Context: an optimization exercise on an open-source flow, tuned for small area, a short achievable clock period and few clock cycles per item. The choices shown serve that exercise and are no tape-out recipe. RTL that was checked went through simulation tests only; none was proved equivalent to the original. Power figures rest on the tool's default switching activity, not on a simulated workload.

## v34
Design gf_engine, start of the top module:
module gf_engine (
    input  wire        clk,
    input  wire        rst,         
    input  wire        fa_we,
    input  wire [12:0] fa_wdata,
    input  wire        fb_we,
    input  wire [12:0] fb_wdata,
    output wire [12:0] fa,
    output wire [12:0] fb,
    output wire [12:0] fr,
    input  wire        cmd_valid,
    input  wire [31:0] cmd_word,
    output wire [7:0]  status
);
Size: ~41 flip-flops.
clock: 5.0 ns
lec_check: 0
cap_margin: 0
core_margin: 2
core_utilization: 40
cts_buf_list: sky130_fd_sc_hd__clkbuf_8
cts_cluster_diameter: 300
cts_cluster_size: 50
place_density: 0.6
setup_slack_margin: 2.3
slew_margin: 0
synth_hierarchical: 1
synth_minimum_keep_size: 0
tns_end_percent: 5
standard.sh (not shown) runs the stock make flow with config.mk's settings and CLKGATE_MAP_FILE= SYNTH_SCRIPT=/design/flow/synth_recipe.tcl, a recipe that flattens the netlist after the stock synthesis.
==> flow/flow/run.sh <==
#!/bin/bash
# Own layout flow: the standard flow (standard.sh), with two changes to
# how the layout is made:
#  * the port buffers that the standard flow inserts on every input and
#    output are sky130_fd_sc_hd__buf_1 instead of the default choice
#    (the resizer may still upsize them where timing needs it);
#  * the 3-input XOR/XNOR cells are added to the platform's don't-use list,
#    so that synthesis builds the XOR trees from faster 2-input cells.
# Everything else (synthesis script, floorplan, power grid, tap cells,
# placement, CTS, routing) is the standard flow unchanged.
set -euo pipefail
cd "$(dirname "$0")/.."

PLATFORM_DONT_USE="sky130_fd_sc_hd__probe_p_8 sky130_fd_sc_hd__probec_p_8 \
sky130_fd_sc_hd__lpflow_bleeder_1 sky130_fd_sc_hd__lpflow_clkbufkapwr_1 \
sky130_fd_sc_hd__lpflow_clkbufkapwr_16 sky130_fd_sc_hd__lpflow_clkbufkapwr_2 \
sky130_fd_sc_hd__lpflow_clkbufkapwr_4 sky130_fd_sc_hd__lpflow_clkbufkapwr_8 \
sky130_fd_sc_hd__lpflow_clkinvkapwr_1 sky130_fd_sc_hd__lpflow_clkinvkapwr_16 \
sky130_fd_sc_hd__lpflow_clkinvkapwr_2 sky130_fd_sc_hd__lpflow_clkinvkapwr_4 \
sky130_fd_sc_hd__lpflow_clkinvkapwr_8 sky130_fd_sc_hd__lpflow_decapkapwr_12 \
sky130_fd_sc_hd__lpflow_decapkapwr_3 sky130_fd_sc_hd__lpflow_decapkapwr_4 \
sky130_fd_sc_hd__lpflow_decapkapwr_6 sky130_fd_sc_hd__lpflow_decapkapwr_8 \
sky130_fd_sc_hd__lpflow_inputiso0n_1 sky130_fd_sc_hd__lpflow_inputiso0p_1 \
sky130_fd_sc_hd__lpflow_inputiso1n_1 sky130_fd_sc_hd__lpflow_inputiso1p_1 \
sky130_fd_sc_hd__lpflow_inputisolatch_1 sky130_fd_sc_hd__lpflow_isobufsrc_1 \
sky130_fd_sc_hd__lpflow_isobufsrc_16 sky130_fd_sc_hd__lpflow_isobufsrc_2 \
sky130_fd_sc_hd__lpflow_isobufsrc_4 sky130_fd_sc_hd__lpflow_isobufsrc_8 \
sky130_fd_sc_hd__lpflow_isobufsrckapwr_16 \
sky130_fd_sc_hd__lpflow_lsbuf_lh_hl_isowell_tap_1 \
sky130_fd_sc_hd__lpflow_lsbuf_lh_hl_isowell_tap_2 \
sky130_fd_sc_hd__lpflow_lsbuf_lh_hl_isowell_tap_4 \
sky130_fd_sc_hd__lpflow_lsbuf_lh_isowell_4 \
sky130_fd_sc_hd__lpflow_lsbuf_lh_isowell_tap_1 \
sky130_fd_sc_hd__lpflow_lsbuf_lh_isowell_tap_2 \
sky130_fd_sc_hd__lpflow_lsbuf_lh_isowell_tap_4"
EXTRA_DONT_USE="sky130_fd_sc_hd__xor3_1 sky130_fd_sc_hd__xor3_2 sky130_fd_sc_hd__xor3_4 \
sky130_fd_sc_hd__xnor3_1 sky130_fd_sc_hd__xnor3_2 sky130_fd_sc_hd__xnor3_4"

bash standard.sh finish \
    "DONT_USE_CELLS=$PLATFORM_DONT_USE $EXTRA_DONT_USE" \
    "BUFFER_PORTS_ARGS=-buffer_cell sky130_fd_sc_hd__buf_1" \
    > flow_make.log 2>&1
In summary, v34 completed successfully, with a layout that passed the timing, design-rule and antenna checks.
Testbench counts of v34, summed over its fixed seeds: cycles 4,800, ops 2,400.
Changes in v14 relative to v34:
--- a/flow/config.mk
+++ b/flow/config.mk
@@ -12,2 +11,0 @@
-export CTS_CLUSTER_DIAMETER = 300
-export CTS_CLUSTER_SIZE = 50
==> comparison <==
- Diff v34..v14 | post-CTS repair timing setup buffer count | unchanged
- Compared v14 against v34; clock latency on the worst-skew pair within noise.
- Comparing v14 against v34, there is no change at all in clock buffer count from CTS.
- v34 and v14 ended up with nearly the same overall power.
- Reported for v34 and v14, worst clock skew turned out identical to the last digit.
- Comparing v34 with v14, the post-place instance area came out essentially unchanged.
- As far as number of slew-limit violations in the final report goes, v14 and v34 are indistinguishable; the numbers are identical.
[inputs] v41 vs v14
--- a/flow/config.mk
+++ b/flow/config.mk
@@ -13 +13 @@
-export SETUP_SLACK_MARGIN = 2.3
+export SETUP_SLACK_MARGIN = 2.35
### Flow results
- The flow did not stop early for v41: all stages ran, and the layout cleared the timing, design-rule and antenna checks.
- [v41] critical path depth rose 1 relative to v14
- On relative contribution of combinational cells to total power: between v41 and v14, it ends up higher for v41.
- Looking at critical path launch point, the fa_r[10]$_DFF_P_ result is from v14; the fa_r[11]$_DFF_P_ one comes from v41.
- v41 vs v14 — total power rose about 0.5%.
- Comparing v41 and v14, the lower number of gates resized after cts is on v14.
- Routed wire length across v41 and v14: no real change.
- Share of the clock period used by the worst path after layout in v41 vs v14: down 1.0 points
- Via count: higher on v41
- Final HPWL from detailed placement was lower in the run labelled v14.
- Final cell area: v41 above v14
diff inputs: v41 => v15
--- a/flow/config.mk
+++ b/flow/config.mk
@@ -12,2 +12,2 @@
-export PLACE_DENSITY = 0.6
-export SETUP_SLACK_MARGIN = 2.35
+export PLACE_DENSITY = 0.75
+export SETUP_SLACK_MARGIN = 2.3
Findings:
- v15 and v41 ended up with roughly the same sequential share of cell area.
- Setup slack | v15 below v41
- Min average via count per standard cell across v41 and v15: v41
- Worst slack after detailed placement, v41 and v15: higher on v41
- Smallest hold slack (v15 over v41): increase, 11 ps
Relative to v15, the following input files were edited for v45:
--- a/flow/config.mk
+++ b/flow/config.mk
@@ -12,2 +12,2 @@
-export PLACE_DENSITY = 0.75
-export SETUP_SLACK_MARGIN = 2.3
+export PLACE_DENSITY = 0.6
+export SETUP_SLACK_MARGIN = 2.45
## What came out
Against v15 as the reference, v45 delivers a lower routed wire length. Compared v45 vs v15, and area growth from synthesis to layout is down in v45. Design area was lower in v45 than in v15. The worst hold margin of v45 is lower than that of v15.

---

v6:
Another version of the RTL of gf_engine (not shown whole).
For scale: about 620 cells after synthesis, ~41 flip-flops, roughly 110 I/O pins, ~4700 sq um of cells after synthesis.
Settings: LEC_CHECK=0, CAP_MARGIN=20, CORE_MARGIN=2, CORE_UTILIZATION=40, CTS_BUF_LIST=sky130_fd_sc_hd__clkbuf_8, PLACE_DENSITY=0.6, SETUP_SLACK_MARGIN=1.8, SLEW_MARGIN=20; clock period 5.0 ns.
Scripts as last shown in full above: flow/flow/run.sh
Input-level comparison between v7 and v6:
Settings: changing SETUP_SLACK_MARGIN from 1.8 to 2.0.
--- outcome ---
v7 vs v6 — number of vias in the routed layout climbed slightly. Pin slew with the least headroom to its limit: lower on v7. Taking v6 as the reference, in v7 total iterations of the first detailed-routing run lost 2, worst slack on hold paths neither gained nor lost much. Non-clock buffer count: v7 > v6. v6 -> v7: H-tree depth delta 0, exact match. Between v7 and v6, it is v7 whose clock power share is lower, by 0.5 points. Across both runs, area added between synthesis and finish was higher for v7 than for v6. The sequential power of v7 and that of v6 are within noise of each other. Cell with the biggest individual delay on the critical path: or2_2 -> v7, clkdlybuf4s15_2 -> v6. NOTE: met2 track demand over resource in v7 exceeds that of v6.
Function was not checked in any run of this note: the RTL went through the layout flow alone.

---

gf_engine with an RTL version that a note above also has.
Size in the first run: about 41 flip-flops, ~110 I/O pins, about 5600 um^2 of cells after synthesis.
clock: 5.0 ns
lec_check: 0
cap_margin: 20
core_margin: 2
core_utilization: 40
cts_buf_list: sky130_fd_sc_hd__clkbuf_8
place_density: 0.6
setup_slack_margin: 2.6
slew_margin: 20
synth_hierarchical: 1
synth_minimum_keep_size: 0
Scripts as last shown in full above: flow/flow/run.sh
The starting point passed the timing, design-rule and antenna checks.
Testbench counts at the start, summed over its fixed seeds: cycles 4,800, ops 2,400.
==> next run, changes <==
Settings changed: CAP_MARGIN 20 to 0, SETUP_SLACK_MARGIN 2.6 to 2.3, SLEW_MARGIN 20 to 0.
Effect:
- The changed run finished with timing, DRC and antenna clean
- setup slack is worse by 0.059 ns
- synthesized cell count stays the same
- utilization went down by 3.6 points
- wire length goes down by roughly a tenth
- clock-buffer cell count is unchanged
- clock power climbs slightly
- hold slack hardly moves
- combinational power went down by roughly a tenth
- via count went down by a few percent
- sequential power is about the same
==> next run, changes <==
Settings changed: SETUP_SLACK_MARGIN 2.3 to 2.5, TNS_END_PERCENT set to 5.
- The new run ran to the end with no violations
- clock skew stays flat
- register-to-register slack improves by 0.04 ns
- design area came out higher by 5.5%
- utilization climbs by 2.1 points
- maximum frequency climbs by 1.7%
- first-iteration DRC count goes down by 14%
- sequential cell count does not change
- cell count came out higher by 1.2%
==> next run, changes <==
Settings changed: SETUP_SLACK_MARGIN 2.5 to 2.25.
The new run completed with no timing, DRC or antenna violations.
Worst hold slack stays flat.
Setup slack gets worse by 0.10 ns.
Sequential cell count does not change.
Global-route usage falls by 0.42 points.
Core utilization drops by 2.7 points.
Critical path depth shrinks by 3.
Wire length drops by 7.9%.

---

gf_engine again, from the RTL that the note above started with.
==> flow/config.mk <==
export PLATFORM = sky130hd
export DESIGN_NAME = gf_engine
export DESIGN_NICKNAME = gf_engine
export VERILOG_FILES = /design/flow/design.v
export SDC_FILE = /design/flow/constraint.sdc
export NUM_CORES = 4
export LEC_CHECK = 0
export CAP_MARGIN = 0
export CORE_MARGIN = 2
export CORE_UTILIZATION = 40
export CTS_BUF_LIST = sky130_fd_sc_hd__clkbuf_8
export GPL_TIMING_DRIVEN = 0
export PLACE_DENSITY = 0.6
export SETUP_SLACK_MARGIN = 2.3
export SLEW_MARGIN = 0
export SYNTH_HIERARCHICAL = 1
export SYNTH_MINIMUM_KEEP_SIZE = 0
export TNS_END_PERCENT = 5
==> flow/constraint.sdc <==
create_clock -name core_clock -period 5.0 [get_ports {clk}]
set_input_delay 1.0000 -clock core_clock [delete_from_list [all_inputs] [get_ports {clk}]]
set_output_delay 1.0000 -clock core_clock [all_outputs]
set_load 0.01 [all_outputs]
Scripts as last shown in full above: flow/flow/run.sh
The baseline produced a clean layout.
Testbench counts at the start, summed over its fixed seeds: cycles 4,800, ops 2,400.
Next try:
GPL_TIMING_DRIVEN = not set   (was 0)
SETUP_SLACK_MARGIN = 2.0   (was 2.3)
TNS_END_PERCENT = not set   (was 5)
Cell count drops by 17%.
Final area drops by 26%.
Worst hold slack is about the same.
Clock-buffer cell count stays the same.
Register-to-register slack got worse by 0.18 ns.
Wire length drops by 20%.
Via count drops by 14%.
Next try:
--- a/flow/flow/run.sh
+++ b/flow/flow/run.sh
@@ -41,2 +41,3 @@
     "BUFFER_PORTS_ARGS=-buffer_cell sky130_fd_sc_hd__buf_1" \
+    "MATCH_CELL_FOOTPRINT=0" \
     > flow_make.log 2>&1
SETUP_SLACK_MARGIN = 2.4   (was 2.0)
TNS_END_PERCENT = 5   (was not set)
After rerunning: The changed run passed the timing, design-rule and antenna checks. Clock skew went up by 0.0049 ns. Via count went up by 0.61%. Global-route usage went up by 0.14 points. Worst setup slack is better by 0.26 ns. Total power went down by 1.5%. Critical path depth went up by 1. Core utilization went up by 1.6 points. Routed wire length hardly moves. Hold slack barely changes.
Next try:
--- a/flow/flow/run.sh
+++ b/flow/flow/run.sh
@@ -41,3 +41,2 @@
     "BUFFER_PORTS_ARGS=-buffer_cell sky130_fd_sc_hd__buf_1" \
-    "MATCH_CELL_FOOTPRINT=0" \
     > flow_make.log 2>&1
CAP_MARGIN = 20   (was 0)
SLEW_MARGIN = 20   (was 0)
TNS_END_PERCENT = not set   (was 5)
Final cell count goes up slightly.
Synthesized cell count stays the same.
Count of clock-buffer cells in the layout is unchanged.
Worst hold slack hardly moves.
Power goes up slightly.
Setup slack improved by 0.0040 ns.

---

## rev 12
The RTL this note starts from:
==> flow/design.v <==
module gf_engine (
    input  wire        clk,
    input  wire        rst,         
    input  wire        fa_we,
    input  wire [12:0] fa_wdata,
    input  wire        fb_we,
    input  wire [12:0] fb_wdata,
    output wire [12:0] fa,
    output wire [12:0] fb,
    output wire [12:0] fr,
    input  wire        cmd_valid,
    input  wire [31:0] cmd_word,
    output wire [7:0]  status
);
    reg [12:0] fa_r;
    reg [12:0] fb_r;
    reg [12:0] fr_r;
    reg        done_r;          
    reg        err_r;           
    assign fa     = fa_r;
    assign fb     = fb_r;
    assign fr     = fr_r;
    assign status = {3'b000, err_r, err_r, 1'b0, done_r, 1'b0};
    function [12:0] xtime;
        input [12:0] a;
        begin
            xtime = {a[11:0], 1'b0} ^ {8'd0, a[12], a[12], 1'b0, a[12], a[12]};
        end
    endfunction
    function [12:0] gf_mul;
        input [12:0] a;
        input [12:0] b;
        reg   [12:0] col;
        reg   [12:0] acc;
        integer i;
        begin
            col = b;
            acc = 13'd0;
            for (i = 0; i < 13; i = i + 1) begin
                acc = acc ^ (col & {13{a[i]}});
                col = xtime(col);
            end
            gf_mul = acc;
        end
    endfunction
    function [12:0] gf_sq;
        input [12:0] a;
        reg   [12:0] col;
        reg   [12:0] acc;
        integer i;
        begin
            col = 13'd1;
            acc = 13'd0;
            for (i = 0; i < 25; i = i + 1) begin
                if (i % 2 == 0)
                    acc = acc ^ (col & {13{a[i/2]}});
                col = xtime(col);
            end
            gf_sq = acc;
        end
    endfunction
    wire [12:0] fa4  = gf_sq(gf_sq(fa_r));
    wire [12:0] opa  = cmd_word[0] ? fa_r : fa4;
    wire [12:0] prod = gf_mul(opa, fb_r);
    wire cmd_hi0     = (cmd_word[31:2] == 30'd0);
    wire is_gfmul    = cmd_hi0 && (cmd_word[1:0] == 2'b01);
    wire is_gfsq2mul = cmd_hi0 && (cmd_word[1:0] == 2'b10);
    wire legal       = is_gfmul | is_gfsq2mul;
    always @(posedge clk) begin
        if (rst) begin
            fa_r   <= 13'd0;
            fb_r   <= 13'd0;
            fr_r   <= 13'd0;
            done_r <= 1'b0;
            err_r  <= 1'b0;
        end else begin
            if (fa_we) fa_r <= fa_wdata;
            if (fb_we) fb_r <= fb_wdata;
            if (cmd_valid) begin
                done_r <= legal;
                err_r  <= !legal;
                if (legal) fr_r <= prod;
            end
        end
    end
endmodule
export LEC_CHECK = 0
export CAP_MARGIN = 20
export CORE_MARGIN = 2
export CORE_UTILIZATION = 40
export PLACE_DENSITY = 0.6
export SETUP_SLACK_MARGIN = 2.5
export SLEW_MARGIN = 20
create_clock -name core_clock -period 5.0 [get_ports {clk}]
run.sh (not shown) runs the stock make flow with config.mk's settings and CLKGATE_MAP_FILE= SYNTH_SCRIPT=/design/flow/synth_recipe.tcl, a recipe that flattens the netlist after the stock synthesis.
Stock flow here: none of the scripts above is used.
Testbench counts of rev 12, summed over its fixed seeds: cycles 4,800, ops 2,400.
Input changes introduced in rev 13 (baseline for comparison: rev 12):
Settings: SETUP_SLACK_MARGIN: 2.5 -> 2.0.
Notes after the runs:
The total power of rev 13 is lower than that of rev 12. HPWL after detailed placement, rev 13 vs rev 12: down slightly. In rev 13 the static power due to leakage turned out 0.00034 uW lower than in rev 12.

## separate check: timing with driven ports
The results above use ideal ports. As a check the final layouts listed here were re-extracted and re-timed, cells and wires unchanged.
Step 1, drivers: a clkbuf_16 drives clk and a buf_2 each remaining input, both assumed.
Step 2 also shifts input and output timing later by t, the mid clock arrival at the registers, as if the neighbouring blocks saw the same clock.
Slacks: ideal ports / drivers / drivers and shift; pairs: ideal ports / drivers.
run | shift t [ns] | setup WS [ns] | worst hold slack (ns) | worst register clock-pin slew, ns | worst slew at a driven data input, ns
v34 | 0.344 | 2.448 / 2.448 / 2.143 | 0.500 / 0.500 / 0.500 | 0.09 / 0.09 | 0.03
v14 | 0.344 | 2.448 / 2.448 / 2.143 | 0.500 / 0.500 / 0.500 | 0.09 / 0.09 | 0.03
v41 | 0.344 | 2.498 / 2.498 / 2.196 | 0.495 / 0.495 / 0.495 | 0.10 / 0.10 | 0.03
v15 | 0.343 | 2.445 / 2.445 / 2.176 | 0.506 / 0.506 / 0.506 | 0.10 / 0.10 | 0.04
v45 | 0.346 | 2.516 / 2.516 / 2.190 | 0.502 / 0.502 / 0.502 | 0.10 / 0.10 | 0.03
v6 | 0.333 | 1.861 / 1.866 / 1.533 | 0.481 / 0.481 / 0.481 | 0.09 / 0.09 | 0.03
v7 | 0.334 | 2.069 / 2.076 / 1.742 | 0.482 / 0.482 / 0.482 | 0.09 / 0.09 | 0.03
the first run of note 3 | 0.343 | 2.499 / 2.499 / 2.280 | 0.502 / 0.502 / 0.502 | 0.09 / 0.09 | 0.03
the second run of note 3 | 0.343 | 2.440 / 2.440 / 2.146 | 0.499 / 0.499 / 0.499 | 0.09 / 0.09 | 0.03
the third run of note 3 | 0.339 | 2.482 / 2.482 / 2.237 | 0.502 / 0.502 / 0.502 | 0.09 / 0.09 | 0.04
the fourth run of note 3 | 0.345 | 2.380 / 2.380 / 2.135 | 0.499 / 0.499 / 0.499 | 0.09 / 0.09 | 0.03
the first run of note 4 | 0.350 | 2.456 / 2.456 / 2.145 | 0.500 / 0.500 / 0.500 | 0.09 / 0.09 | 0.04
the second run of note 4 | 0.341 | 2.261 / 2.270 / 1.929 | 0.500 / 0.500 / 0.500 | 0.10 / 0.10 | 0.03
the third run of note 4 | 0.346 | 2.520 / 2.521 / 2.185 | 0.502 / 0.502 / 0.502 | 0.10 / 0.10 | 0.03
the fourth run of note 4 | 0.347 | 2.524 / 2.524 / 2.219 | 0.503 / 0.503 / 0.503 | 0.10 / 0.10 | 0.03
rev 12 | 0.346 | 2.069 / 2.016 / 1.670 | 0.477 / 0.477 / 0.477 | 0.07 / 0.07 | 0.14
rev 13 | 0.340 | 2.022 / 2.043 / 1.704 | 0.476 / 0.476 / 0.476 | 0.06 / 0.06 | 0.04
After both steps setup and hold are still met in every run listed. For rev 12, which loses most, drivers alone change the setup slack by -0.053 ns; drivers and shift together by -0.399 ns.
